Background: an optimization exercise with open tools, aiming at small area, a short achievable clock period and few clock cycles. Do not read the settings as production practice.
Where RTL was checked, it was by simulation tests only, not by an equivalence proof against the original.
Only the layout flow was run in run 2; the RTL was not checked for function there.
Power figures rest on the tool's default switching activity, not on a simulated workload.

==> flow/design.v <==
module huff_codegen (
    input  wire        clk,
    input  wire        rst,
    input  wire        start,
    input  wire [8:0]  src_len,
    input  wire        in_valid,
    output wire        in_ready,
    input  wire [7:0]  in_data,
    output wire        busy,
    output wire        out_valid,
    input  wire        out_ready,
    output wire [7:0]  out_value,
    output wire [7:0]  out_len,
    output wire [15:0] out_code
);
    localparam ST_IDLE  = 3'd0;
    localparam ST_LOAD  = 3'd1;
    localparam ST_MERGE = 3'd2;
    localparam ST_TDI   = 3'd3;
    localparam ST_TD    = 3'd4;
    localparam ST_OUT   = 3'd5;
    reg [2:0] state;
    reg       bz;           
    wire s_load  = (state == ST_LOAD);
    wire s_merge = (state == ST_MERGE);
    wire s_td    = (state == ST_TD);
    wire s_out   = (state == ST_OUT);
    integer i;
    function [3:0] tadd;
        input [3:0] a, b;
        begin
            tadd[0] = a[0] | b[0];
            tadd[1] = a[1] | b[1] | (a[0] & b[0]);
            tadd[2] = a[2] | b[2] | (a[1] & b[0]) | (a[0] & b[1]);
            tadd[3] = a[3] | b[3] | (a[2] & b[0]) | (a[1] & b[1]) | (a[0] & b[2]);
        end
    endfunction
    function [3:0] tsum16;
        input [63:0] x;
        reg [3:0] a [0:15];
        integer k, s;
        begin
            for (k = 0; k < 16; k = k + 1) a[k] = x[4*k +: 4];
            for (s = 1; s < 16; s = s * 2)
                for (k = 0; k < 16; k = k + 2 * s)
                    a[k] = tadd(a[k], a[k + s]);
            tsum16 = a[0];
        end
    endfunction
    reg        clr;         
    reg  [8:0] n;           
    reg        rdy_r;
    reg  [8:0] m;           
    reg  [7:0] vfirst;
    reg        iv1;         
    reg  [7:0] ca;          
    reg        v2;          
    reg  [7:0] wa;
    reg  [8:0] rcnt;
    reg        fwd;
    reg  [7:0] wlast;
    reg  [7:0] L;           
    reg  [7:0] lsel;        
    reg  [8:0] lleft;
    reg  [7:0] j;
    reg        ph;
    reg  [8:0] aw;
    reg        at;
    reg  [7:0] qn;
    reg  [1:0] bc;
    reg        rf;
    reg  [8:0] q0, q1;
    reg  [7:0] ra;
    reg        wbv;         
    reg  [7:0] wbj;
    reg  [8:0] wbw;
    reg  [1:0] wbt;
    reg  [1:0] rtypes;      
    reg  [7:0] tip, tipm1;
    reg        troot;
    reg        nv;
    reg        byp;
    reg  [9:0] bypc;
    reg  [7:0] mroot;
    reg  [8:0] oc;          
    reg        o1v, o1l;
    reg        o2v, o2l, o2b;
    reg  [7:0] o2val;
    reg        o3v, o3l, o3b, o3r;
    reg  [7:0] o3val;
    reg        ov, olast;
    reg  [7:0] oval;
    reg  [3:0] olen;
    reg  [9:0] ocode;
    reg        skv, sklast;
    reg  [7:0] skval;
    reg  [3:0] sklen;
    reg  [9:0] skcode;
    wire adv = ~skv;
    wire [15:0] c_ga, c_gt;
    reg  [15:0] c_first, c_second;
    integer q;
    reg  [15:0] c_b1, c_b2;     
    reg         c_two;
    always @* begin
        c_b1[0] = 1'b0;
        c_b2[0] = 1'b0;
        for (i = 1; i < 16; i = i + 1) begin
            c_b1[i] = |(c_ga & ((16'd1 << i) - 16'd1));
            c_b2[i] = 1'b0;
            for (q = 0; q < i; q = q + 1)
                c_b2[i] = c_b2[i] | (c_ga[q] & c_b1[q]);
        end
        for (i = 0; i < 16; i = i + 1) begin
            c_first[i]  = c_ga[i] & ~c_b1[i];
            c_second[i] = c_ga[i] & c_b1[i] & ~c_b2[i];
        end
        c_two = 1'b0;
        for (i = 1; i < 16; i = i + 1) c_two = c_two | (c_ga[i] & c_b1[i]);
    end
    wire       a_one = ~(|(c_gt & c_first));
    wire       ma  = |c_ga;
    wire       two = (|c_gt) | c_two;
    wire       lzero = (lleft == 9'd0);
    wire       have_int = (qn != 8'd0);
    wire [11:0] rd;
    wire       f_ok = (bc != 2'd0) | rf;
    wire [8:0] f0 = (bc != 2'd0) ? q0 : rd[8:0];
    wire [8:0] f1 = (bc == 2'd2) ? q1 : rd[8:0];
    wire       le_q = ({1'b0, L} <= q0);
    wire       le_r = ({1'b0, L} <= rd[8:0]);
    wire       ge_q = (q0 <= {1'b0, L});
    wire       ge_r = (rd[8:0] <= {1'b0, L});
    wire       le_f = (bc != 2'd0) ? le_q : le_r;
    wire       ge_f = (bc != 2'd0) ? ge_q : ge_r;
    wire       mrg = s_merge & ~lzero;
    wire       tkl = mrg & (~have_int | (f_ok & le_f));    
    wire       take_leaf = tkl & ma;
    wire       dbl = take_leaf & ~ph & two;
    wire       take_int = mrg & ~take_leaf & f_ok & ge_f;
    wire       ext = take_leaf | take_int;
    wire [8:0] lleft_m1 = lleft - 9'd1;
    wire [8:0] lleft_m2 = lleft - 9'd2;
    wire [7:0] qn_p1 = qn + 8'd1;
    wire [7:0] qn_m1 = qn - 8'd1;
    wire [7:0] ra_p1 = ra + 8'd1;
    wire       step = mrg & ~ma;
    wire       create = (ext & ph) | dbl;
    wire [8:0] sum_l = aw + {1'b0, L};
    wire [8:0] sum_q = aw + q0;
    wire [8:0] sum_r = aw + rd[8:0];
    wire [8:0] sum_f = (bc != 2'd0) ? sum_q : sum_r;
    wire [8:0] wnew = dbl ? {L, 1'b0} : (take_leaf ? sum_l : sum_f);
    wire [1:0] tnew = {take_int, at & ~dbl};
    wire [8:0] xw = take_leaf ? {1'b0, L} : f0;
    wire [1:0] ntk = {1'b0, take_leaf} + {1'b0, dbl};
    wire       clps = s_merge & lzero;
    wire       tk2 = tkl & ~ph;
    wire [7:0] lcbase = fwd ? wlast : rcnt[7:0];
    wire       lnewv = v2 & ~fwd & (rcnt == 9'd0);
    wire [7:0] lcnt = lcbase + 8'd1;
    wire [7:0] cbus = s_load ? lcnt : j;
    wire       ldwe = s_load & v2;
    wire [15:0] c_hany, c_pany;
    wire [9:0]  c_rd [0:15];
    wire [3:0]  c_pidx [0:15];
    reg  [15:0] p_first;
    reg  [3:0]  p_gi;
    always @* begin
        p_gi = 4'd0;
        for (i = 0; i < 16; i = i + 1) begin
            p_first[i] = c_pany[i] & ~(|(c_pany & ((16'd1 << i) - 16'd1)));
            if (p_first[i]) p_gi = p_gi | i[3:0];
        end
    end
    wire       pany = |c_pany;
    wire [7:0] pv = {p_gi, c_pidx[p_gi]};
    wire       issue = s_out & adv & pany;
    wire       lvinit = s_load & load_end;
    wire [15:0] ld_oh = 16'd1 << wa[3:0];
    wire [15:0] wb_oh = 16'd1 << wbj[3:0];
    wire [15:0] w0_oh = 16'd1 << tip[3:0];
    wire [15:0] w1_oh = 16'd1 << tipm1[3:0];
    wire [15:0] j_oh  = 16'd1 << j[3:0];
    wire [15:0] j_ge  = 16'hffff << j[3:0];
    wire [15:0] h_lt  = ~(16'hffff << ra[3:0]);
    genvar g;
    generate
        for (g = 0; g < 16; g = g + 1) begin : gc
            hc_cgrp u (
                .clk(clk), .clr(clr),
                .ld_we(ldwe & (wa[7:4] == g)), .ld_oh(ld_oh),
                .cbus(cbus), .lvinit(lvinit), .skp(skp),
                .tkl(tkl), .tk2(tk2), .ph(ph), .step(step), .s_merge(s_merge),
                .first(c_first[g]), .second(c_second[g]), .a_one(a_one),
                .ra_lo(ca[3:0]),
                .pick(issue & p_first[g]),
                .rdata(c_rd[g]),
                .gaR(c_ga[g]), .gtR(c_gt[g]),
                .hany(c_hany[g]),
                .paR(c_pany[g]), .pidx(c_pidx[g])
            );
        end
    endgenerate
    wire [9:0] crd = c_rd[ca[7:4]];
    wire       skp = ~(|c_hany);
    wire [7:0] lvl = (skp & (lsel[2:0] != 3'd0)) ? {lsel[7:3] + 5'd1, 3'd0} : lsel;
    wire [9:0] tdc  = troot ? 10'd1 : (byp ? bypc : rd[9:0]);
    wire       tt1  = troot ? rtypes[1] : rd[11];
    wire       tt0  = troot ? rtypes[0] : rd[10];
    wire       tdw  = s_td & (tt1 | tt0);
    wire       tdw2 = s_td & tt1 & tt0;
    wire [11:0] n_rd [0:15];
    wire [15:0] n_hany;
    wire [3:0]  n_hidx [0:15];
    reg  [15:0] h_first;
    reg  [3:0]  h_gi;
    always @* begin
        h_gi = 4'd0;
        for (i = 0; i < 16; i = i + 1) begin
            h_first[i] = n_hany[i] & ~(|(n_hany & ~((16'd2 << i) - 16'd1)));
            if (h_first[i]) h_gi = h_gi | i[3:0];
        end
    end
    wire       tany  = |n_hany;
    wire [7:0] tnext = {h_gi, n_hidx[h_gi]};
    generate
        for (g = 0; g < 16; g = g + 1) begin : gn
            hc_ngrp u (
                .clk(clk),
                .wb_we(wbv & (wbj[7:4] == g)), .wb_oh(wb_oh), .wbw(wbw), .wbt(wbt),
                .cl_all(clps & (j[7:4] < g)), .cl_part(clps & (j[7:4] == g)), .j_ge(j_ge), .j_oh(j_oh),
                .ph(ph), .at(at),
                .s_td(s_td),
                .w0_we(tdw & (tip[7:4] == g)), .w0_oh(w0_oh),
                .w1_we(tdw2 & (tipm1[7:4] == g)), .w1_oh(w1_oh),
                .tbus(tdc[8:0]), .tt1(tt1),
                .ra_lo(ra[3:0]),
                .h_all(ra[7:4] > g), .h_part(ra[7:4] == g), .h_lt(h_lt),
                .rdata(n_rd[g]),
                .h_any(n_hany[g]), .h_idx(n_hidx[g])
            );
        end
    endgenerate
    reg [11:0] rdr;         
    assign rd = rdr;
    wire [10:0] full = {(o3r ? 10'd1 : rd[9:0]), o3b};
    reg  [3:0]  flen;
    reg  [9:0]  fcode;
    always @* begin
        flen = 4'd0;
        for (i = 1; i < 11; i = i + 1)
            if (full[i]) flen = i[3:0];
        fcode = full[9:0] & ~(10'd1 << flen);
    end
    wire [8:0] m_next = m + {8'd0, lnewv};
    wire       load_end = s_load & ~clr & (n == 9'd0) & ~iv1;
    always @(posedge clk) begin
        if (~s_out | adv)
            rdr <= n_rd[ra[7:4]];
        if (rst) begin
            state <= ST_IDLE;
            bz    <= 1'b0;
            clr   <= 1'b0;
            rdy_r <= 1'b0;
            iv1   <= 1'b0;
            v2    <= 1'b0;
            wbv   <= 1'b0;
            o1v   <= 1'b0;
            o2v   <= 1'b0;
            o3v   <= 1'b0;
            ov    <= 1'b0;
            skv   <= 1'b0;
        end else begin
            clr <= 1'b0;
            wbv <= 1'b0;
            iv1 <= in_valid & rdy_r;
            if (in_valid & rdy_r) begin
                n <= n - 9'd1;
                if (n == 9'd1) rdy_r <= 1'b0;
            end
            if (s_load) ca <= in_data;
            v2 <= iv1;
            if (iv1) begin
                wa   <= ca;
                rcnt <= (crd[8] & ~crd[9]) ? {1'b0, crd[7:0]} : 9'd0;
                fwd  <= v2 & (wa == ca);
            end
            if (v2) begin
                wlast <= lcnt;
                if (lnewv) begin
                    m <= m + 9'd1;
                    vfirst <= wa;
                end
            end
            case (state)
                ST_IDLE: begin
                    if (start) begin
                        n     <= src_len;
                        rdy_r <= (src_len != 9'd0);
                        m     <= 9'd0;
                        clr   <= 1'b1;
                        state <= ST_LOAD;
                        bz    <= 1'b1;
                    end
                end
                ST_LOAD: begin
                    if (load_end) begin
                        L     <= 8'd0;
                        lsel  <= 8'd1;
                        lleft <= m_next;
                        j     <= 8'd0;
                        ph    <= 1'b0;
                        qn    <= 8'd0;
                        bc    <= 2'd0;
                        rf    <= 1'b0;
                        ra    <= 8'd0;
                        oc    <= 9'd0;
                        o1v   <= 1'b0;
                        o2v   <= 1'b0;
                        o3v   <= 1'b0;
                        if (m_next == 9'd0) begin
                            state <= ST_IDLE;
                            bz    <= 1'b0;
                        end else if (m_next == 9'd1) begin
                            state <= ST_OUT;
                            ov    <= 1'b1;
                            olast <= 1'b1;
                            oval  <= (lnewv ? wa : vfirst);
                            olen  <= 4'd1;
                            ocode <= 10'd0;
                        end else begin
                            state <= ST_MERGE;
                        end
                    end
                end
                ST_MERGE: begin
                    if (step) begin
                        L    <= lvl;
                        lsel <= lvl + 8'd1;
                    end
                    if (dbl) lleft <= lleft_m2;
                    else if (take_leaf) lleft <= lleft_m1;
                    if (dbl) begin
                        j <= j + 8'd1;
                    end else if (ext) begin
                        ph <= ~ph;
                        if (~ph) begin
                            aw <= xw;
                            at <= take_int;
                        end else begin
                            j <= j + 8'd1;
                        end
                    end
                    if (create) begin
                        wbv <= 1'b1;
                        wbj <= j;
                        wbw <= wnew;
                        wbt <= tnew;
                    end
                    if (create & ~take_int) qn <= qn_p1;
                    else if (~create & take_int) qn <= qn_m1;
                    begin : win
                        reg [1:0] ws, rem;
                        reg [8:0] r0, r1;
                        reg       byp_n, iss;
                        ws  = bc + {1'b0, rf};
                        rem = ws - {1'b0, take_int};
                        r0  = take_int ? f1 : f0;
                        r1  = f1;
                        iss   = (ra != j) & (ws < 2'd2) & ~(wbv & (wbj == ra));
                        byp_n = create & (ra == j) & (rem < 2'd2);
                        rf <= iss;
                        if (iss | byp_n) ra <= ra_p1;
                        bc <= rem + {1'b0, byp_n};
                        q0 <= (rem == 2'd0) ? wnew : r0;
                        q1 <= (rem == 2'd1) ? wnew : r1;
                    end
                    if (create & (j == m[7:0] - 8'd2)) begin
                        state  <= ST_TDI;
                        ra     <= j;
                        rtypes <= tnew;
                    end
                    if (clps) begin
                        state  <= ST_TDI;
                        ra     <= m[7:0] - 8'd2;
                        rtypes <= {1'b1, ~((j == m[7:0] - 8'd2) & ph) | at};
                    end
                end
                ST_TDI: begin
                    mroot <= ra;
                    tip   <= ra - 8'd1;
                    tipm1 <= ra - 8'd2;
                    ra    <= tnext;
                    nv    <= tany;
                    troot <= 1'b1;
                    byp   <= 1'b0;
                    state <= ST_TD;
                    if (ra == 8'd0) state <= ST_OUT;    
                end
                ST_TD: begin
                    troot <= 1'b0;
                    byp   <= (tdw & (tip == ra)) | (tdw2 & (tipm1 == ra));
                    bypc  <= {tdc[8:0], (tip == ra) & tt1};
                    tip   <= tip - {7'd0, tt1} - {7'd0, tt0};
                    tipm1 <= tipm1 - {7'd0, tt1} - {7'd0, tt0};
                    ra    <= tnext;
                    if (~nv) state <= ST_OUT;
                    nv    <= tany;
                end
                ST_OUT: begin
                    if (adv) begin
                        o1v <= pany;
                        o1l <= (oc == m - 9'd1);
                        if (pany) begin
                            ca <= pv;
                            oc <= oc + 9'd1;
                        end
                        o2v   <= o1v;
                        o2l   <= o1l;
                        o2b   <= crd[8];
                        o2val <= ca;
                        ra    <= crd[7:0];
                        o3v   <= o2v;
                        o3l   <= o2l;
                        o3b   <= o2b;
                        o3r   <= (ra == mroot);
                        o3val <= o2val;
                    end
                    if (~ov | out_ready) begin
                        if (skv) begin
                            ov    <= 1'b1;
                            olast <= sklast;
                            oval  <= skval;
                            olen  <= sklen;
                            ocode <= skcode;
                            skv   <= 1'b0;
                        end else begin
                            ov    <= o3v;
                            olast <= o3l;
                            oval  <= o3val;
                            olen  <= flen;
                            ocode <= fcode;
                        end
                    end else if (o3v & adv) begin
                        skv    <= 1'b1;
                        sklast <= o3l;
                        skval  <= o3val;
                        sklen  <= flen;
                        skcode <= fcode;
                    end
                    if (ov & out_ready & olast) begin
                        state <= ST_IDLE;
                        bz    <= 1'b0;
                        ov    <= 1'b0;
                        o1v   <= 1'b0;
                        o2v   <= 1'b0;
                        o3v   <= 1'b0;
                    end
                end
                default: begin
                    state <= ST_IDLE;
                    bz    <= 1'b0;
                end
            endcase
        end
    end
    assign busy      = bz;
    assign in_ready  = rdy_r;
    assign out_valid = ov;
    assign out_value = oval;
    assign out_len   = {4'd0, olen};
    assign out_code  = {6'd0, ocode};
endmodule
module hc_cgrp (
    input  wire        clk,
    input  wire        clr,
    input  wire        ld_we,
    input  wire [15:0] ld_oh,
    input  wire [7:0]  cbus,
    input  wire        lvinit,     
    input  wire        skp,        
    input  wire        tkl,
    input  wire        tk2,
    input  wire        ph,
    input  wire        step,
    input  wire        s_merge,
    input  wire        first,      
    input  wire        second,     
    input  wire        a_one,      
    input  wire [3:0]  ra_lo,
    input  wire        pick,       
    output wire [9:0]  rdata,
    output reg         gaR,        
    output reg         gtR,        
    output reg         hany,       
    output reg         paR,        
    output reg  [3:0]  pidx        
);
    reg [7:0]  d  [0:15];
    reg [15:0] f1, f0, cu;
    reg [7:0]  lsel;               
    wire [7:0] lvl = (skp & (lsel[2:0] != 3'd0)) ? {lsel[7:3] + 5'd1, 3'd0} : lsel;
    wire [15:0] cand = f0 & ~f1;
    reg  [15:0] ncv, hcv, oh1, oh2, pk, we1, we2, f1n;
    reg  [15:0] ia, it;         
    reg  [15:0] pp, ptw;        
    reg  [15:0] na, nt;         
    reg         ea, et;
    reg  [3:0]  ct;             
    reg         t1, t2;         
    integer k, s, q;
    function [3:0] tadd;
        input [3:0] a, b;
        begin
            tadd[0] = a[0] | b[0];
            tadd[1] = a[1] | b[1] | (a[0] & b[0]);
            tadd[2] = a[2] | b[2] | (a[1] & b[0]) | (a[0] & b[1]);
            tadd[3] = a[3] | b[3] | (a[2] & b[0]) | (a[1] & b[1]) | (a[0] & b[2]);
        end
    endfunction
    function [3:0] therm16;
        input [15:0] x;
        reg [3:0] a [0:15];
        integer b, w;
        begin
            for (b = 0; b < 16; b = b + 1) a[b] = {3'b000, x[b]};
            for (w = 1; w < 16; w = w * 2)
                for (b = 0; b < 16; b = b + 2 * w)
                    a[b] = tadd(a[b], a[b + w]);
            therm16 = a[0];
        end
    endfunction
    always @* begin
        for (k = 0; k < 16; k = k + 1) begin
            ncv[k] = cand[k] & (d[k] == lvl);
            hcv[k] = cand[k] & (d[k][7:3] == lvl[7:3]) & (d[k][2:0] != lvl[2:0]);
        end
        ia = cu;
        it = 16'd0;
        pp = f1;
        ptw = 16'd0;
        na = ncv;
        nt = 16'd0;
        for (s = 1; s < 16; s = s * 2)
            for (k = 15; k >= 0; k = k - 1)
                if ((k & s) != 0) begin
                    q = (k & ~(s - 1)) - 1;
                    it[k] = it[k] | it[q] | (ia[k] & ia[q]);
                    ia[k] = ia[k] | ia[q];
                    ptw[k] = ptw[k] | ptw[q] | (pp[k] & pp[q]);
                    pp[k] = pp[k] | pp[q];
                    nt[k] = nt[k] | nt[q] | (na[k] & na[q]);
                    na[k] = na[k] | na[q];
                end
        pidx = 4'd0;
        for (k = 0; k < 16; k = k + 1) begin
            ea = (k == 0) ? 1'b0 : ia[k-1];
            et = (k == 0) ? 1'b0 : it[k-1];
            oh1[k] = cu[k] & first & ~ea;
            oh2[k] = cu[k] & (first ? (ea & ~et) : (second & a_one & ~ea));
            we1[k] = tkl & oh1[k];
            we2[k] = tk2 & oh2[k];
            pk[k]  = f1[k] & ((k == 0) ? 1'b1 : ~pp[k-1]);
            if (pk[k]) pidx = pidx | k[3:0];
            if (clr)
                f1n[k] = 1'b0;
            else if (we1[k] | we2[k])
                f1n[k] = 1'b1;
            else
                f1n[k] = f1[k] & ~(pick & pk[k]);
        end
        ct = therm16(cu);
        t1 = tkl & first;
        t2 = tk2 & (first ? gtR : (second & a_one));
    end
    assign rdata = {f1[ra_lo], f0[ra_lo], d[ra_lo]};
    always @(posedge clk) begin
        if (lvinit) begin
            lsel <= 8'd1;
            hany <= 1'b1;
        end else if (step) begin
            lsel <= lvl + 8'd1;
            hany <= |hcv;
        end
        f1  <= f1n;
        paR <= pick ? ptw[15] : (|f1);
        if (step) begin
            gaR <= na[15];
            gtR <= nt[15];
        end else if (~s_merge) begin
            gaR <= 1'b0;
            gtR <= 1'b0;
        end else begin
            gaR <= (t1 & t2) ? ct[2] : ((t1 | t2) ? ct[1] : ct[0]);
            gtR <= (t1 & t2) ? ct[3] : ((t1 | t2) ? ct[2] : ct[1]);
        end
        for (k = 0; k < 16; k = k + 1) begin
            if ((ld_we & ld_oh[k]) | we1[k] | we2[k])
                d[k] <= cbus;
            if (clr)
                f0[k] <= 1'b0;
            else if (ld_we & ld_oh[k])
                f0[k] <= 1'b1;
            else if (we1[k] | we2[k])
                f0[k] <= ph | we2[k];
            if (step) cu[k] <= ncv[k];
            else if (we1[k] | we2[k] | ~s_merge) cu[k] <= 1'b0;
        end
    end
endmodule
module hc_ngrp (
    input  wire        clk,
    input  wire        wb_we,
    input  wire [15:0] wb_oh,
    input  wire [8:0]  wbw,
    input  wire [1:0]  wbt,
    input  wire        cl_all,    
    input  wire        cl_part,   
    input  wire [15:0] j_ge,      
    input  wire [15:0] j_oh,
    input  wire        ph,
    input  wire        at,
    input  wire        s_td,
    input  wire        w0_we,
    input  wire [15:0] w0_oh,
    input  wire        w1_we,
    input  wire [15:0] w1_oh,
    input  wire [8:0]  tbus,
    input  wire        tt1,
    input  wire [3:0]  ra_lo,
    input  wire        h_all,     
    input  wire        h_part,    
    input  wire [15:0] h_lt,
    output wire [11:0] rdata,
    output wire        h_any,
    output reg  [3:0]  h_idx
);
    reg [9:0] c [0:15];
    reg [1:0] t [0:15];
    reg [15:0] hs;
    integer k;
    always @* begin
        h_idx = 4'd0;
        for (k = 0; k < 16; k = k + 1) begin
            hs[k] = (t[k] != 2'd0) & (h_all | (h_part & h_lt[k]));
            if (hs[k]) h_idx = k[3:0];
        end
    end
    assign h_any = |hs;
    assign rdata = {t[ra_lo], c[ra_lo]};
    always @(posedge clk) begin
        for (k = 0; k < 16; k = k + 1) begin
            if ((wb_we & wb_oh[k]) | (w0_we & w0_oh[k]) | (w1_we & w1_oh[k]))
                c[k] <= s_td ? {tbus, w0_we & w0_oh[k] & tt1} : {1'b0, wbw};
            if (wb_we & wb_oh[k])
                t[k] <= wbt;
            else if (cl_all | (cl_part & j_ge[k]))
                t[k] <= {1'b1, ~(cl_part & j_oh[k] & ph) | at};
        end
    end
endmodule
==> flow/run.sh <==
#!/bin/bash
# synth_recipe.tcl (not shown) runs the flow's synth.tcl, then flattens the netlist and writes it again
# the make line also repeats each setting of config.mk as NAME=value (left out here)
make -C /OpenROAD-flow-scripts/flow DESIGN_CONFIG=/design/flow/config.mk WORK_HOME=/design/flow/orfs CLKGATE_MAP_FILE= SYNTH_SCRIPT=/design/flow/synth_recipe.tcl finish
==> flow/config.mk <==
export PLATFORM = sky130hd
export DESIGN_NAME = huff_codegen
export DESIGN_NICKNAME = huff_codegen
export VERILOG_FILES = /design/flow/design.v
export SDC_FILE = /design/flow/constraint.sdc
export NUM_CORES = 8
export LEC_CHECK = 0
export ABC_CLOCK_PERIOD_IN_PS = 4000
export CAP_MARGIN = 40
export CORE_MARGIN = 2
export CORE_UTILIZATION = 40
export SETUP_SLACK_MARGIN = 5
export SLEW_MARGIN = 20
export SYNTH_HIERARCHICAL = 1
export SYNTH_MINIMUM_KEEP_SIZE = 0
==> flow/constraint.sdc <==
create_clock -name core_clock -period 10.0 [get_ports {clk}]
set_input_delay 2.0000 -clock core_clock [delete_from_list [all_inputs] [get_ports {clk}]]
set_output_delay 2.0000 -clock core_clock [all_outputs]
set_load 0.01 [all_outputs]
==> results of run 1 <==
==> per-stage QoR <==
stage	setup WS [ns]	area, sq um	instances	util (%)	power, mW
2_1_floorplan	4.05	367000	34300	-	45.7
3_3_place_gp	1.47	379000	45000	41.5	54.4
3_5_place_dp	3.20	383000	45300	41.9	55.1
4_1_cts	4.83	411000	46700	44.9	83.1
5_1_grt	4.82	415000	47000	45.4	86.4
6_report	4.80	415000	47200	45.4	84.6
==> worst register-to-register path, cell delays in order (launching register included) <==
cell and delay, ns:
edfxtp_1 0.47, buf_12 0.24, buf_8 0.26, buf_16 0.28, mux4_2 0.70, a211oi_2 0.32, a31oi_1 0.12, o22a_1 0.35
mux2_2 0.36, a22oi_2 0.32, o221ai_1 0.18, o21ai_0 0.14, nand2_2 0.24, o21ai_2 0.19, buf_4 0.24, o221ai_1 0.16
a311o_1 0.37
==> modules after synthesis (local to each module, per instance) <==
module        times used  flops+latches  cells inside  cell area, sq um
hc_cgrp               16            188          1240             12500
huff_codegen           1            300          2756             23700
hc_ngrp               16            192           729              8940
==> report_power, final <==
group	leakage (nW)	internal (mW)	total (mW)	switching [mW]
Sequential	59.6	30.2	31.6	1.40
Clock	11.7	15.7	27.7	12.1
Combinational	72.3	8.08	25.3	17.2
Total	144	53.9	84.6	30.7
==> worst max path at each step <==
stage	end	slack, ns	depth (start not counted)
after floorplan	ra[3]	4.05	17
after global placement	gc[9].u.hany	1.47	15
after detailed placement	gc[9].u.hany	3.20	15
after CTS	ra[3]	4.83	16
after global routing	ra[3]	4.82	17
final	ra[3]	4.80	16
==> sequential cells by signal (all words and copies together), names as in the netlist, 128 cells and up <==
| register | cells |
|---|---|
| gc.u.cu | 256 |
| gc.u.d | 2048 |
| gc.u.f0 | 256 |
| gc.u.f1 | 256 |
| gc.u.lsel | 128 |
| gn.u.c | 2560 |
| gn.u.t | 512 |
==> cells by family after synthesis <==
kind of cell | Yosys count | synth area share (%)
simple gates | 12400 | 16.5
compound gates | 8287 | 15.4
flops | 6380 | 50.2
buf+inv | 2922 | 3.75
xor+xnor | 2382 | 7.58
mux | 1554 | 5.53
fa+ha+maj | 321 | 0.993
other cells | 2 | 0.00205
==> routing by layer <==
metal	track usage (%)	up-vias	wire length [um]
met4	24.1	100	138000
met3	9.44	5189	205000
li1	-	130000	-
met5	0.190	-	1030
met1	44.4	155000	624000
met2	51.2	23200	724000
==> what timing repair did <==
item,in CTS,in global routing
cloned,31,22
pin swaps,34,44
gates resized for setup,422,363
setup buffers,105,92
setup endpoints to repair,2610,980
==> cell type report <==
class | instances | area [sq um] | share of cell area [%]
repair buffers | 1460 | 15700 | 3.78
well taps | 12200 | 15200 | 3.67
repair inverters | 3 | 41.3 | 0.00995
diodes | 253 | 633 | 0.153
clock inverters | 405 | 4330 | 1.04
clock buffers | 938 | 19800 | 4.76
inverters | 567 | 2300 | 0.554
flip-flops and latches | 6380 | 184000 | 44.4
multi-input cells | 25000 | 173000 | 41.6
==> cell usage in the layout, fill, tap and decap left out, types with 253 or more instances in the layout <==
master     netlist  final
xor2_1         714    714
nand4_1        387    387
a211oi_1       305    274
mux2_2         421    419
o21ai_0       1366   1346
a22o_1         310    308
mux4_2         338    338
clkbuf_16        0    763
and3_1         304    296
xnor2_1       1169   1164
a21oi_1       1941   1925
nor2_1        2986   2814
nand2_1       3750   3681
nor3_1         672    575
or2_2          363    359
a31oi_1        904    890
nand3_1       1221   1215
nor4_1         399    339
and2_1         275    263
nor2b_1        533    464
mux2i_1        795    791
xnor3_1        483    483
diode_2          0    253
a221oi_1       259    253
buf_4          109    923
inv_1          529    496
o22ai_1        354    349
edfxtp_1      5662   5662
nand2b_1       486    482
dfxtp_1        718    706
a22oi_1        594    590
==> flow_metrics.py, run 1 <==
metrics = {
    "outcome": {
        "status": "finished clean",
    },
    "die": {
        "io_pins": 57,
        "dieArea_sq_um": 925000,
        "die_y_um": 962,
        "row_count": 351,
        "die_x_um": 962,
        "initial_core_util_pct": 40.2,
        "core_area_sq_um": 914000,
    },
    "clocking": {
        "clkSinkCount": 6380,
        "cts_htree_levels": 6,
        "clock_latency_ns": 1.14,
        "cts_hold_buf": 0,
        "cts-root-buf": "clkbuf_16",
        "clk_pin_slew_ns": 0.06,
        "cts_buffers": 736,
        "cts_buffer_depth": 5,
        "cts_tree": "done",
    },
    "critical_path": {
        "path_cells": "buf_12 > buf_8 > buf_16 > mux4_2 > a211oi_2 > a31oi_1 > o22a_1 > mux2_2 > a22oi_2 > o221ai_1 > o21ai_0 > nand2_2 > o21ai_2 > buf_4 > o221ai_1 > a311o_1",
        "reg2reg_slack_ns": 4.80,
        "end_kind": "flip-flop",
        "start_kind": "flip-flop",
        "cp_data_arrival_time_ns": 6.05,
        "cpLargestDelayFamily": "compound AO/OA/AOI/OAI gates",
        "timing.critical_path.mode_cell": "o221ai_1",
        "path_class": "flip-flop to flip-flop",
        "path_buf_inv": 4,
        "crit_fanout": 43,
        "crit_slowest_cell": "mux4_2",
        "critPathMaxStageDelay_ns": 0.59,
        "r2r_cells": 16,
        "worst_ep_required_time_ns": 10.85,
        "r2r_start": "ca[0]",
        "r2r-end": "ra[3]",
        "startpoint": "ca[0]",
    },
    "global_routing": {
        "grt_first_pass_wirelength_mm": 2300,
        "antenna_found_initial": 181,
        "grt_pass1_vias": 288000,
        "overflow": 0,
        "grt_max_degree": 135,
        "grt_usage_pct": 34.7,
    },
    "drt": {
        "drcViolationCount": 0,
        "drt_pass1_iterations": 9,
        "antenna_left": 0,
        "wl_per_cell_um": 35.8,
        "viasPerCell": 6.65,
        "vias": 314000,
        "drtIter0Drc": 48100,
        "drt_wl_total_mm": 1690,
    },
    "flow_run": {
        "drv_cap": 0,
    },
    "timing": {
        "max_freq_ghz": 0.192,
        "worst_hold_slack_ns": 0.419,
        "fin_tns_setup_ns": 0,
        "hold_viol": 0,
        "fin_skew_ns": 0.151,
        "tightest_slew_ns": 1.25,
        "setup_viol": 0,
        "min_period_ns": 5.20,
        "slew_violations": 0,
        "grt_setup_unrepaired": "true",
        "slew_headroom_pct": 16.7,
        "fin_crit_sh_pct": 52.0,
    },
    "hold_path": {
        "hold_start": "o2val[3]",
        "hold_path_class": "flip-flop to flip-flop",
        "hold_end": "o3val[3]",
        "hold_depth": 0,
    },
    "power_and_ir_drop": {
        "power.density_nw_per_um2": 204,
        "p_leak_nw": 144,
        "peakVddDrop_mv": 0.179,
    },
    "final_layout": {
        "fillers": 84200,
        "nNetsFinal": 34300,
        "drive_above_1_share_pct": 13.9,
        "area_delta_synth_final_pct": 13.1,
    },
    "place": {
        "io_buffers": 46,
        "dp_hpwl_mm": 1180,
        "gp_congestion": 1.04,
    },
    "synth": {
        "synth-edff-count": 5662,
        "syn-cell-area_sq_um": 367000,
        "ys_ff_latch": 6380,
        "synthArstFlopShare_pct": 0,
        "synth_top_area_share_pct": 46.3,
        "synthTopCellsByArea": "edfxtp_1 (46%), dfxtp_1 (3.9%), nand2_1 (3.8%), nor2_1 (3.1%), xnor3_1 (3.0%)",
        "synth_top_area_cell": "edfxtp_1",
        "ys.flop_type": "edfxtp_1",
        "synth_cell_types": 122,
        "synth_common_cells": "edfxtp_1 (5662), nand2_1 (3750), nor2_1 (2986), a21oi_1 (1941), o21ai_0 (1366)",
        "ys_seq_area_share_pct": 50.2,
        "ys_warn_count": 13,
        "syn_inst": 34300,
        "syn_area_per_cell_sq_um": 10.7,
        "synth.most_common_cell": "edfxtp_1",
    },
}
Testbench counts, summed over its fixed seeds: cycles 15,951.
==> inputs of run 2 (changes only) <==
--- a/flow/design.v
+++ b/flow/design.v
@@ -61,6 +61,8 @@
     reg  [7:0] wlast;
     reg  [7:0] L;           
     reg  [7:0] lsel;        
+    reg  [3:0] pt;          
+    reg        pvok;        
     reg  [8:0] lleft;
     reg  [7:0] j;
     reg        ph;
@@ -84,7 +86,7 @@
     reg  [7:0] mroot;
     reg  [8:0] oc;          
     reg        o1v, o1l;
-    reg        o2v, o2l, o2b;
+    reg        o2v, o2l, o2b, o2r;
     reg  [7:0] o2val;
     reg        o3v, o3l, o3b, o3r;
     reg  [7:0] o3val;
@@ -97,54 +99,23 @@
     reg  [3:0] sklen;
     reg  [9:0] skcode;
     wire adv = ~skv;
-    wire [15:0] c_ga, c_gt;
-    reg  [15:0] c_first, c_second;
-    integer q;
-    reg  [15:0] c_b1, c_b2;     
-    reg         c_two;
-    always @* begin
-        c_b1[0] = 1'b0;
-        c_b2[0] = 1'b0;
-        for (i = 1; i < 16; i = i + 1) begin
-            c_b1[i] = |(c_ga & ((16'd1 << i) - 16'd1));
-            c_b2[i] = 1'b0;
-            for (q = 0; q < i; q = q + 1)
-                c_b2[i] = c_b2[i] | (c_ga[q] & c_b1[q]);
-        end
-        for (i = 0; i < 16; i = i + 1) begin
-            c_first[i]  = c_ga[i] & ~c_b1[i];
-            c_second[i] = c_ga[i] & c_b1[i] & ~c_b2[i];
-        end
-        c_two = 1'b0;
-        for (i = 1; i < 16; i = i + 1) c_two = c_two | (c_ga[i] & c_b1[i]);
-    end
-    wire       a_one = ~(|(c_gt & c_first));
-    wire       ma  = |c_ga;
-    wire       two = (|c_gt) | c_two;
+    wire       ma  = pt[0];
+    wire       two = pt[1];
     wire       lzero = (lleft == 9'd0);
     wire       have_int = (qn != 8'd0);
     wire [11:0] rd;
     wire       f_ok = (bc != 2'd0) | rf;
     wire [8:0] f0 = (bc != 2'd0) ? q0 : rd[8:0];
     wire [8:0] f1 = (bc == 2'd2) ? q1 : rd[8:0];
-    wire       le_q = ({1'b0, L} <= q0);
-    wire       le_r = ({1'b0, L} <= rd[8:0]);
-    wire       ge_q = (q0 <= {1'b0, L});
-    wire       ge_r = (rd[8:0] <= {1'b0, L});
-    wire       le_f = (bc != 2'd0) ? le_q : le_r;
-    wire       ge_f = (bc != 2'd0) ? ge_q : ge_r;
+    wire       le_f = ({1'b0, L} <= f0);
+    wire       ge_f = (f0 <= {1'b0, L});
     wire       mrg = s_merge & ~lzero;
     wire       tkl = mrg & (~have_int | (f_ok & le_f));    
     wire       take_leaf = tkl & ma;
     wire       dbl = take_leaf & ~ph & two;
     wire       take_int = mrg & ~take_leaf & f_ok & ge_f;
     wire       ext = take_leaf | take_int;
-    wire [8:0] lleft_m1 = lleft - 9'd1;
-    wire [8:0] lleft_m2 = lleft - 9'd2;
-    wire [7:0] qn_p1 = qn + 8'd1;
-    wire [7:0] qn_m1 = qn - 8'd1;
-    wire [7:0] ra_p1 = ra + 8'd1;
-    wire       step = mrg & ~ma;
+    wire       step = mrg & ~ma & pvok;
     wire       create = (ext & ph) | dbl;
     wire [8:0] sum_l = aw + {1'b0, L};
     wire [8:0] sum_q = aw + q0;
@@ -161,12 +132,29 @@
     wire [7:0] lcnt = lcbase + 8'd1;
     wire [7:0] cbus = s_load ? lcnt : j;
     wire       ldwe = s_load & v2;
-    wire [15:0] c_hany, c_pany;
+    wire [15:0] c_ga, c_gt, c_hany, c_pany;
+    wire [63:0] c_ccnt, c_ncnt;
     wire [9:0]  c_rd [0:15];
     wire [3:0]  c_pidx [0:15];
-    reg  [15:0] p_first;
+    reg  [15:0] c_pa, c_pt, p_first, sa, st;
+    integer s, q;
     reg  [3:0]  p_gi;
     always @* begin
+        sa = c_ga;
+        st = c_gt;
+        for (s = 1; s < 16; s = s * 2)
+            for (i = 15; i >= 0; i = i - 1)
+                if ((i & s) != 0) begin
+                    q = (i & ~(s - 1)) - 1;
+                    st[i] = st[i] | st[q] | (sa[i] & sa[q]);
+                    sa[i] = sa[i] | sa[q];
+                end
+        c_pa[0] = 1'b0;
+        c_pt[0] = 1'b0;
+        for (i = 1; i < 16; i = i + 1) begin
+            c_pa[i] = sa[i-1];
+            c_pt[i] = st[i-1];
+        end
         p_gi = 4'd0;
         for (i = 0; i < 16; i = i + 1) begin
             p_first[i] = c_pany[i] & ~(|(c_pany & ((16'd1 << i) - 16'd1)));
@@ -176,7 +164,8 @@
     wire       pany = |c_pany;
     wire [7:0] pv = {p_gi, c_pidx[p_gi]};
     wire       issue = s_out & adv & pany;
-    wire       lvinit = s_load & load_end;
+    wire       lsel_we = step | (s_load & load_end);
+    wire [7:0] lsel_we_v = s_load ? 8'd1 : lsel_nx;
     wire [15:0] ld_oh = 16'd1 << wa[3:0];
     wire [15:0] wb_oh = 16'd1 << wbj[3:0];
     wire [15:0] w0_oh = 16'd1 << tip[3:0];
@@ -190,21 +179,24 @@
             hc_cgrp u (
                 .clk(clk), .clr(clr),
                 .ld_we(ldwe & (wa[7:4] == g)), .ld_oh(ld_oh),
-                .cbus(cbus), .lvinit(lvinit), .skp(skp),
+                .cbus(cbus), .lsel_we(lsel_we), .lsel_nx(lsel_we_v),
                 .tkl(tkl), .tk2(tk2), .ph(ph), .step(step), .s_merge(s_merge),
-                .first(c_first[g]), .second(c_second[g]), .a_one(a_one),
+                .pa(c_pa[g]), .pt(c_pt[g]),
                 .ra_lo(ca[3:0]),
                 .pick(issue & p_first[g]),
                 .rdata(c_rd[g]),
-                .gaR(c_ga[g]), .gtR(c_gt[g]),
+                .ga(c_ga[g]), .gt(c_gt[g]),
+                .ccnt(c_ccnt[4*g +: 4]), .ncnt(c_ncnt[4*g +: 4]),
                 .hany(c_hany[g]),
-                .paR(c_pany[g]), .pidx(c_pidx[g])
+                .pany(c_pany[g]), .pidx(c_pidx[g])
             );
         end
     endgenerate
     wire [9:0] crd = c_rd[ca[7:4]];
-    wire       skp = ~(|c_hany);
-    wire [7:0] lvl = (skp & (lsel[2:0] != 3'd0)) ? {lsel[7:3] + 5'd1, 3'd0} : lsel;
+    wire [3:0] pall = tsum16(c_ccnt);
+    wire [3:0] pnew = tsum16(c_ncnt);
+    wire [7:0] lsel_nx = (|c_hany) ? lsel + 8'd1 : {lsel[7:3] + 5'd1, 3'd0};
+    wire [3:0] pnext = ntk[1] ? {2'b00, pall[3:2]} : (ntk[0] ? {1'b0, pall[3:1]} : pall);
     wire [9:0] tdc  = troot ? 10'd1 : (byp ? bypc : rd[9:0]);
     wire       tt1  = troot ? rtypes[1] : rd[11];
     wire       tt0  = troot ? rtypes[0] : rd[10];
@@ -308,6 +300,8 @@
                     if (load_end) begin
                         L     <= 8'd0;
                         lsel  <= 8'd1;
+                        pt    <= 4'd0;
+                        pvok  <= 1'b0;
                         lleft <= m_next;
                         j     <= 8'd0;
                         ph    <= 1'b0;
@@ -335,12 +329,15 @@
                     end
                 end
                 ST_MERGE: begin
+                    pvok <= ~step;
                     if (step) begin
-                        L    <= lvl;
-                        lsel <= lvl + 8'd1;
+                        L    <= lsel;
+                        lsel <= lsel_nx;
+                        pt   <= pnew;
+                    end else begin
+                        pt   <= pnext;
                     end
-                    if (dbl) lleft <= lleft_m2;
-                    else if (take_leaf) lleft <= lleft_m1;
+                    lleft <= lleft - {7'd0, ntk};
                     if (dbl) begin
                         j <= j + 8'd1;
                     end else if (ext) begin
@@ -358,8 +355,7 @@
                         wbw <= wnew;
                         wbt <= tnew;
                     end
-                    if (create & ~take_int) qn <= qn_p1;
-                    else if (~create & take_int) qn <= qn_m1;
+                    qn <= qn + {7'd0, create} - {7'd0, take_int};
                     begin : win
                         reg [1:0] ws, rem;
                         reg [8:0] r0, r1;
@@ -371,7 +367,7 @@
                         iss   = (ra != j) & (ws < 2'd2) & ~(wbv & (wbj == ra));
                         byp_n = create & (ra == j) & (rem < 2'd2);
                         rf <= iss;
-                        if (iss | byp_n) ra <= ra_p1;
+                        if (iss | byp_n) ra <= ra + 8'd1;
                         bc <= rem + {1'b0, byp_n};
                         q0 <= (rem == 2'd0) ? wnew : r0;
                         q1 <= (rem == 2'd1) ? wnew : r1;
@@ -421,10 +417,11 @@
                         o2b   <= crd[8];
                         o2val <= ca;
                         ra    <= crd[7:0];
+                        o2r   <= (crd[7:0] == mroot);
                         o3v   <= o2v;
                         o3l   <= o2l;
                         o3b   <= o2b;
-                        o3r   <= (ra == mroot);
+                        o3r   <= o2r;
                         o3val <= o2val;
                     end
                     if (~ov | out_ready) begin
@@ -473,42 +470,39 @@
     assign out_code  = {6'd0, ocode};
 endmodule
 module hc_cgrp (
-    input  wire        clk,
-    input  wire        clr,
-    input  wire        ld_we,
+    input  wire       clk,
+    input  wire       clr,
+    input  wire       ld_we,
     input  wire [15:0] ld_oh,
-    input  wire [7:0]  cbus,
-    input  wire        lvinit,     
-    input  wire        skp,        
-    input  wire        tkl,
-    input  wire        tk2,
-    input  wire        ph,
-    input  wire        step,
-    input  wire        s_merge,
-    input  wire        first,      
-    input  wire        second,     
-    input  wire        a_one,      
-    input  wire [3:0]  ra_lo,
-    input  wire        pick,       
-    output wire [9:0]  rdata,
-    output reg         gaR,        
-    output reg         gtR,        
-    output reg         hany,       
-    output reg         paR,        
-    output reg  [3:0]  pidx        
+    input  wire [7:0] cbus,
+    input  wire       lsel_we,    
+    input  wire [7:0] lsel_nx,
+    input  wire       tkl,
+    input  wire       tk2,
+    input  wire       ph,
+    input  wire       step,
+    input  wire       s_merge,
+    input  wire       pa,         
+    input  wire       pt,         
+    input  wire [3:0] ra_lo,
+    input  wire       pick,       
+    output wire [9:0] rdata,
+    output wire       ga,
+    output wire       gt,
+    output wire [3:0] ccnt,
+    output reg  [3:0] ncnt,       
+    output reg        hany,       
+    output wire       pany,
+    output reg  [3:0] pidx
 );
     reg [7:0]  d  [0:15];
     reg [15:0] f1, f0, cu;
-    reg [7:0]  lsel;               
-    wire [7:0] lvl = (skp & (lsel[2:0] != 3'd0)) ? {lsel[7:3] + 5'd1, 3'd0} : lsel;
+    reg [7:0]  lsel;
     wire [15:0] cand = f0 & ~f1;
-    reg  [15:0] ncv, hcv, oh1, oh2, pk, we1, we2, f1n;
+    reg  [15:0] ncv, hcv, oh1, oh2, pk;
     reg  [15:0] ia, it;         
-    reg  [15:0] pp, ptw;        
-    reg  [15:0] na, nt;         
-    reg         ea, et;
-    reg  [3:0]  ct;             
-    reg         t1, t2;         
+    reg  [15:0] pp;             
+    reg         ba, bt;
     integer k, s, q;
     function [3:0] tadd;
         input [3:0] a, b;
@@ -533,79 +527,53 @@
     endfunction
     always @* begin
         for (k = 0; k < 16; k = k + 1) begin
-            ncv[k] = cand[k] & (d[k] == lvl);
-            hcv[k] = cand[k] & (d[k][7:3] == lvl[7:3]) & (d[k][2:0] != lvl[2:0]);
+            ncv[k] = cand[k] & (d[k] == lsel);
+            hcv[k] = cand[k] & (d[k][7:3] == lsel[7:3]) & (d[k][2:0] != lsel[2:0]);
         end
         ia = cu;
         it = 16'd0;
         pp = f1;
-        ptw = 16'd0;
-        na = ncv;
-        nt = 16'd0;
         for (s = 1; s < 16; s = s * 2)
             for (k = 15; k >= 0; k = k - 1)
                 if ((k & s) != 0) begin
                     q = (k & ~(s - 1)) - 1;
                     it[k] = it[k] | it[q] | (ia[k] & ia[q]);
                     ia[k] = ia[k] | ia[q];
-                    ptw[k] = ptw[k] | ptw[q] | (pp[k] & pp[q]);
                     pp[k] = pp[k] | pp[q];
-                    nt[k] = nt[k] | nt[q] | (na[k] & na[q]);
-                    na[k] = na[k] | na[q];
                 end
         pidx = 4'd0;
         for (k = 0; k < 16; k = k + 1) begin
-            ea = (k == 0) ? 1'b0 : ia[k-1];
-            et = (k == 0) ? 1'b0 : it[k-1];
-            oh1[k] = cu[k] & first & ~ea;
-            oh2[k] = cu[k] & (first ? (ea & ~et) : (second & a_one & ~ea));
-            we1[k] = tkl & oh1[k];
-            we2[k] = tk2 & oh2[k];
+            ba = pa | ((k == 0) ? 1'b0 : ia[k-1]);
+            bt = pt | ((k == 0) ? 1'b0 : it[k-1]) | (pa & ((k == 0) ? 1'b0 : ia[k-1]));
+            oh1[k] = cu[k] & ~ba;
+            oh2[k] = cu[k] & ba & ~bt;
             pk[k]  = f1[k] & ((k == 0) ? 1'b1 : ~pp[k-1]);
             if (pk[k]) pidx = pidx | k[3:0];
-            if (clr)
-                f1n[k] = 1'b0;
-            else if (we1[k] | we2[k])
-                f1n[k] = 1'b1;
-            else
-                f1n[k] = f1[k] & ~(pick & pk[k]);
-        end
-        ct = therm16(cu);
-        t1 = tkl & first;
-        t2 = tk2 & (first ? gtR : (second & a_one));
+        end
     end
+    assign ga   = ia[15];
+    assign gt   = it[15];
+    assign pany = pp[15];
+    assign ccnt = therm16(cu);
     assign rdata = {f1[ra_lo], f0[ra_lo], d[ra_lo]};
     always @(posedge clk) begin
-        if (lvinit) begin
-            lsel <= 8'd1;
-            hany <= 1'b1;
-        end else if (step) begin
-            lsel <= lvl + 8'd1;
-            hany <= |hcv;
-        end
-        f1  <= f1n;
-        paR <= pick ? ptw[15] : (|f1);
-        if (step) begin
-            gaR <= na[15];
-            gtR <= nt[15];
-        end else if (~s_merge) begin
-            gaR <= 1'b0;
-            gtR <= 1'b0;
-        end else begin
-            gaR <= (t1 & t2) ? ct[2] : ((t1 | t2) ? ct[1] : ct[0]);
-            gtR <= (t1 & t2) ? ct[3] : ((t1 | t2) ? ct[2] : ct[1]);
-        end
+        if (lsel_we) lsel <= lsel_nx;
+        ncnt <= therm16(ncv);
+        hany <= |hcv;
         for (k = 0; k < 16; k = k + 1) begin
-            if ((ld_we & ld_oh[k]) | we1[k] | we2[k])
+            if ((ld_we & ld_oh[k]) | (tkl & oh1[k]) | (tk2 & oh2[k]))
                 d[k] <= cbus;
-            if (clr)
+            if (clr) begin
+                f1[k] <= 1'b0;
                 f0[k] <= 1'b0;
-            else if (ld_we & ld_oh[k])
-                f0[k] <= 1'b1;
-            else if (we1[k] | we2[k])
-                f0[k] <= ph | we2[k];
+            end else begin
+                if (ld_we & ld_oh[k]) f0[k] <= 1'b1;
+                else if ((tkl & oh1[k]) | (tk2 & oh2[k])) f0[k] <= ph | (tk2 & oh2[k]);
+                if ((tkl & oh1[k]) | (tk2 & oh2[k])) f1[k] <= 1'b1;
+                else if (pick & pk[k]) f1[k] <= 1'b0;
+            end
             if (step) cu[k] <= ncv[k];
-            else if (we1[k] | we2[k] | ~s_merge) cu[k] <= 1'b0;
+            else if ((tkl & oh1[k]) | (tk2 & oh2[k]) | ~s_merge) cu[k] <= 1'b0;
         end
     end
 endmodule
==> flow_metrics.py, run 2 <==
metrics = {
    "die": {
        "core_area_sq_um": 862000,
        "initial_core_util_pct": 40.1,
        "dieArea_sq_um": 872000,
        "io_pins": 57,
        "row_count": 341,
        "die_x_um": 934,
        "die_y_um": 934,
    },
    "global_routing": {
        "grt_max_degree": 177,
        "grt_usage_pct": 33.4,
        "overflow": 0,
        "antenna_found_initial": 142,
        "grt_pass1_vias": 268000,
        "grt_first_pass_wirelength_mm": 2100,
    },
    "clocking": {
        "clock_latency_ns": 1.25,
        "clkSinkCount": 6368,
        "cts_htree_levels": 6,
        "clk_pin_slew_ns": 0.06,
        "cts-root-buf": "clkbuf_16",
        "cts_buffers": 708,
        "cts_hold_buf": 0,
        "cts_buffer_depth": 4,
        "cts_tree": "done",
    },
    "critical_path": {
        "crit_fanout": 8,
        "path_cells": "or4_4 > maj3_2 > a21o_1 > o22ai_2 > nand4_1 > buf_6 > or4_4 > a211o_1 > or3_4 > or4_4 > or2_4 > nor4_4 > buf_12 > nand3_4 > nand2b_4 > nor2_4 > nand2_4 > buf_4 > nor4b_4 > o31ai_4 > nand2_4",
        "path_buf_inv": 3,
        "end_kind": "flip-flop",
        "cp_data_arrival_time_ns": 7.08,
        "worst_ep_required_time_ns": 10.90,
        "cpLargestDelayFamily": "simple AND/OR/NAND/NOR gates",
        "path_class": "flip-flop to flip-flop",
        "r2r_start": "gc[1].u.cu[2]",
        "critPathMaxStageDelay_ns": 0.57,
        "reg2reg_slack_ns": 3.82,
        "timing.critical_path.mode_cell": "or4_4",
        "crit_slowest_cell": "or4_4",
        "start_kind": "flip-flop",
        "r2r-end": "gc[15].u.d[9][6]",
        "r2r_cells": 21,
    },
    "timing": {
        "min_period_ns": 6.18,
        "fin_tns_setup_ns": 0,
        "fin_skew_ns": 0.109,
        "tightest_slew_ns": 1.26,
        "fin_crit_sh_pct": 61.8,
        "grt_setup_unrepaired": "true",
        "hold_viol": 0,
        "slew_headroom_pct": 15.9,
        "setup_viol": 0,
        "slew_violations": 0,
        "max_freq_ghz": 0.162,
    },
    "place": {
        "placedCellCount": 42400,
        "io_buffers": 46,
        "gp_congestion": 1.04,
        "dp_hpwl_mm": 1050,
    },
    "synth": {
        "syn_area_per_cell_sq_um": 10.8,
        "syn-cell-area_sq_um": 346000,
        "syn_inst": 32000,
        "ys_warn_count": 18,
    },
    "hold_path": {
        "hold_end": "o3val[1]",
        "hold_path_class": "flip-flop to flip-flop",
        "hold_depth": 0,
        "hold_start": "o2val[1]",
    },
    "final_layout": {
        "instances_no_fill": 44700,
        "area_delta_synth_final_pct": 15.9,
        "layout_commonest_cell": "edfxtp_1",
        "reg_top3": "gn.u.c x2560, gc.u.d x2048, gn.u.t x512",
        "nNetsFinal": 32500,
        "drive_above_1_share_pct": 17.6,
        "mostFrequentLayoutCells": "edfxtp_1 (5794), nand2_1 (3056), nor2_1 (2343)",
        "fin_util_pct": 46.5,
        "largest_reg_flops": 2560,
        "top_register": "gn.u.c",
    },
    "drt": {
        "vias": 291000,
        "wl_per_cell_um": 34.5,
        "drcViolationCount": 0,
        "drt_pass1_iterations": 9,
        "viasPerCell": 6.52,
        "drt_wl_total_mm": 1540,
        "antenna_left": 0,
        "drtIter0Drc": 45100,
    },
    "power_and_ir_drop": {
        "peakVddDrop_mv": 0.214,
        "power.density_nw_per_um2": 192,
        "p_leak_nw": 137,
    },
    "flow_run": {
        "drv_cap": 0,
    },
    "outcome": {
        "status": "finished clean",
    },
}
run 2: how the worst max path moves through the flow:
stage,startpoint,to,slack (ns),depth (start not counted)
after floorplan,state[2],gc[0].u.d[0][2],4.41,5
after global placement,gc[1].u.cu[0],gc[13].u.d[2][6],1.65,18
after detailed placement,gc[1].u.cu[0],gc[13].u.d[13][1],1.69,17
after CTS,gc[1].u.cu[2],gc[14].u.d[5][4],3.92,23
after global routing,gc[2].u.cu[11],gc[15].u.d[5][4],3.72,23
final,gc[1].u.cu[2],gc[15].u.d[9][6],3.82,21
run 2: repair_timing:
action | 4_1_cts | 5_1_grt
endpoints found under the hold margin | 0 | 0
pin swaps | 363 | 374
gates cloned | 14 | 10
setup endpoints to repair | 3061 | 2425
gates resized for setup | 1168 | 740
buffers inserted | 461 | 226
run 2: power by group:
part           leakage, nW  switching [mW]  internal (mW)
combinational         66.3            14.2           5.49
sequential            59.6           0.596           29.9
clock                 11.4            11.8           15.1
run 2: final cells by class:
cell class              instances  area [sq um]
multi-input cells           22900        155000
well taps                   11500         14400
flip-flops and latches       6368        185000
clock inverters               415          4530
inverters                     525          2090
clock buffers                 898         18900
repair buffers               1906         19600
diodes                        166           415
fillers                     78600        461000
run 2: stage by stage:
step	hold WS (ns)	setup WS, ns	area [sq um]	total power [mW]
after floorplan	0.400	4.41	346000	40.9
after global placement	0.403	1.65	357000	47.9
after detailed placement	0.405	1.69	361000	48.4
after CTS	0.419	3.92	394000	75.7
after global routing	0.424	3.72	400000	78.4
final	0.419	3.82	401000	77.0
run 2: worst reg2reg max path, stage by stage, from the launching register on:
cell      delay (ns)
edfxtp_1        0.49
or4_4           0.58
maj3_2          0.33
a21o_1          0.19
o22ai_2         0.13
nand4_1         0.15
buf_6           0.19
or4_4           0.52
a211o_1         0.25
or3_4           0.43
or4_4           0.56
or2_4           0.28
nor4_4          0.19
buf_12          0.19
nand3_4         0.13
nand2b_4        0.22
nor2_4          0.22
nand2_4         0.11
buf_4           0.16
nor4b_4         0.25
o31ai_4         0.14
nand2_4         0.20
run 2: routing by layer:
metal | vias up | wire length [um] | track usage [%] | share of wire [%]
met3 | 4971 | 181000 | 8.10 | 12
met2 | 20900 | 656000 | 49.3 | 43
met1 | 144000 | 559000 | 42.3 | 36
met4 | 58 | 144000 | 25.5 | 9.3
li1 | 121000 | - | - | -
met5 | - | 553 | 0 | 0.036

-- what the ideal ports hide --
The flow's constraints put no driver on any port. The routed layouts listed below were extracted and timed again, unchanged, in two steps.
Step 1 (the two cells are an assumption about what drives the block):
set clk [get_ports {clk}]
set_driving_cell -lib_cell sky130_fd_sc_hd__clkbuf_16 $clk
set_driving_cell -lib_cell sky130_fd_sc_hd__buf_2 [delete_from_list [all_inputs] $clk]
Step 2 adds t to the input delays and takes it off the output delays; t is the mean of the earliest and latest rising clock arrival at the registers after step 1. Input paths then give back, and output paths get back, about the clock's delay inside the block.
Slacks: ideal / step 1 / step 2; pairs: ideal / step 1.
run | shift t [ns] | slack for setup (ns) | hold slack, ns | pins driven straight from the clock port
run 1 | 1.221 | 4.802 / 4.802 / 4.802 | 0.419 / 0.419 / 0.419 | 1
run 2 | 1.340 | 3.822 / 3.822 / 3.822 | 0.419 / 0.419 / 0.419 | 1
After both steps every run listed still meets setup and hold.
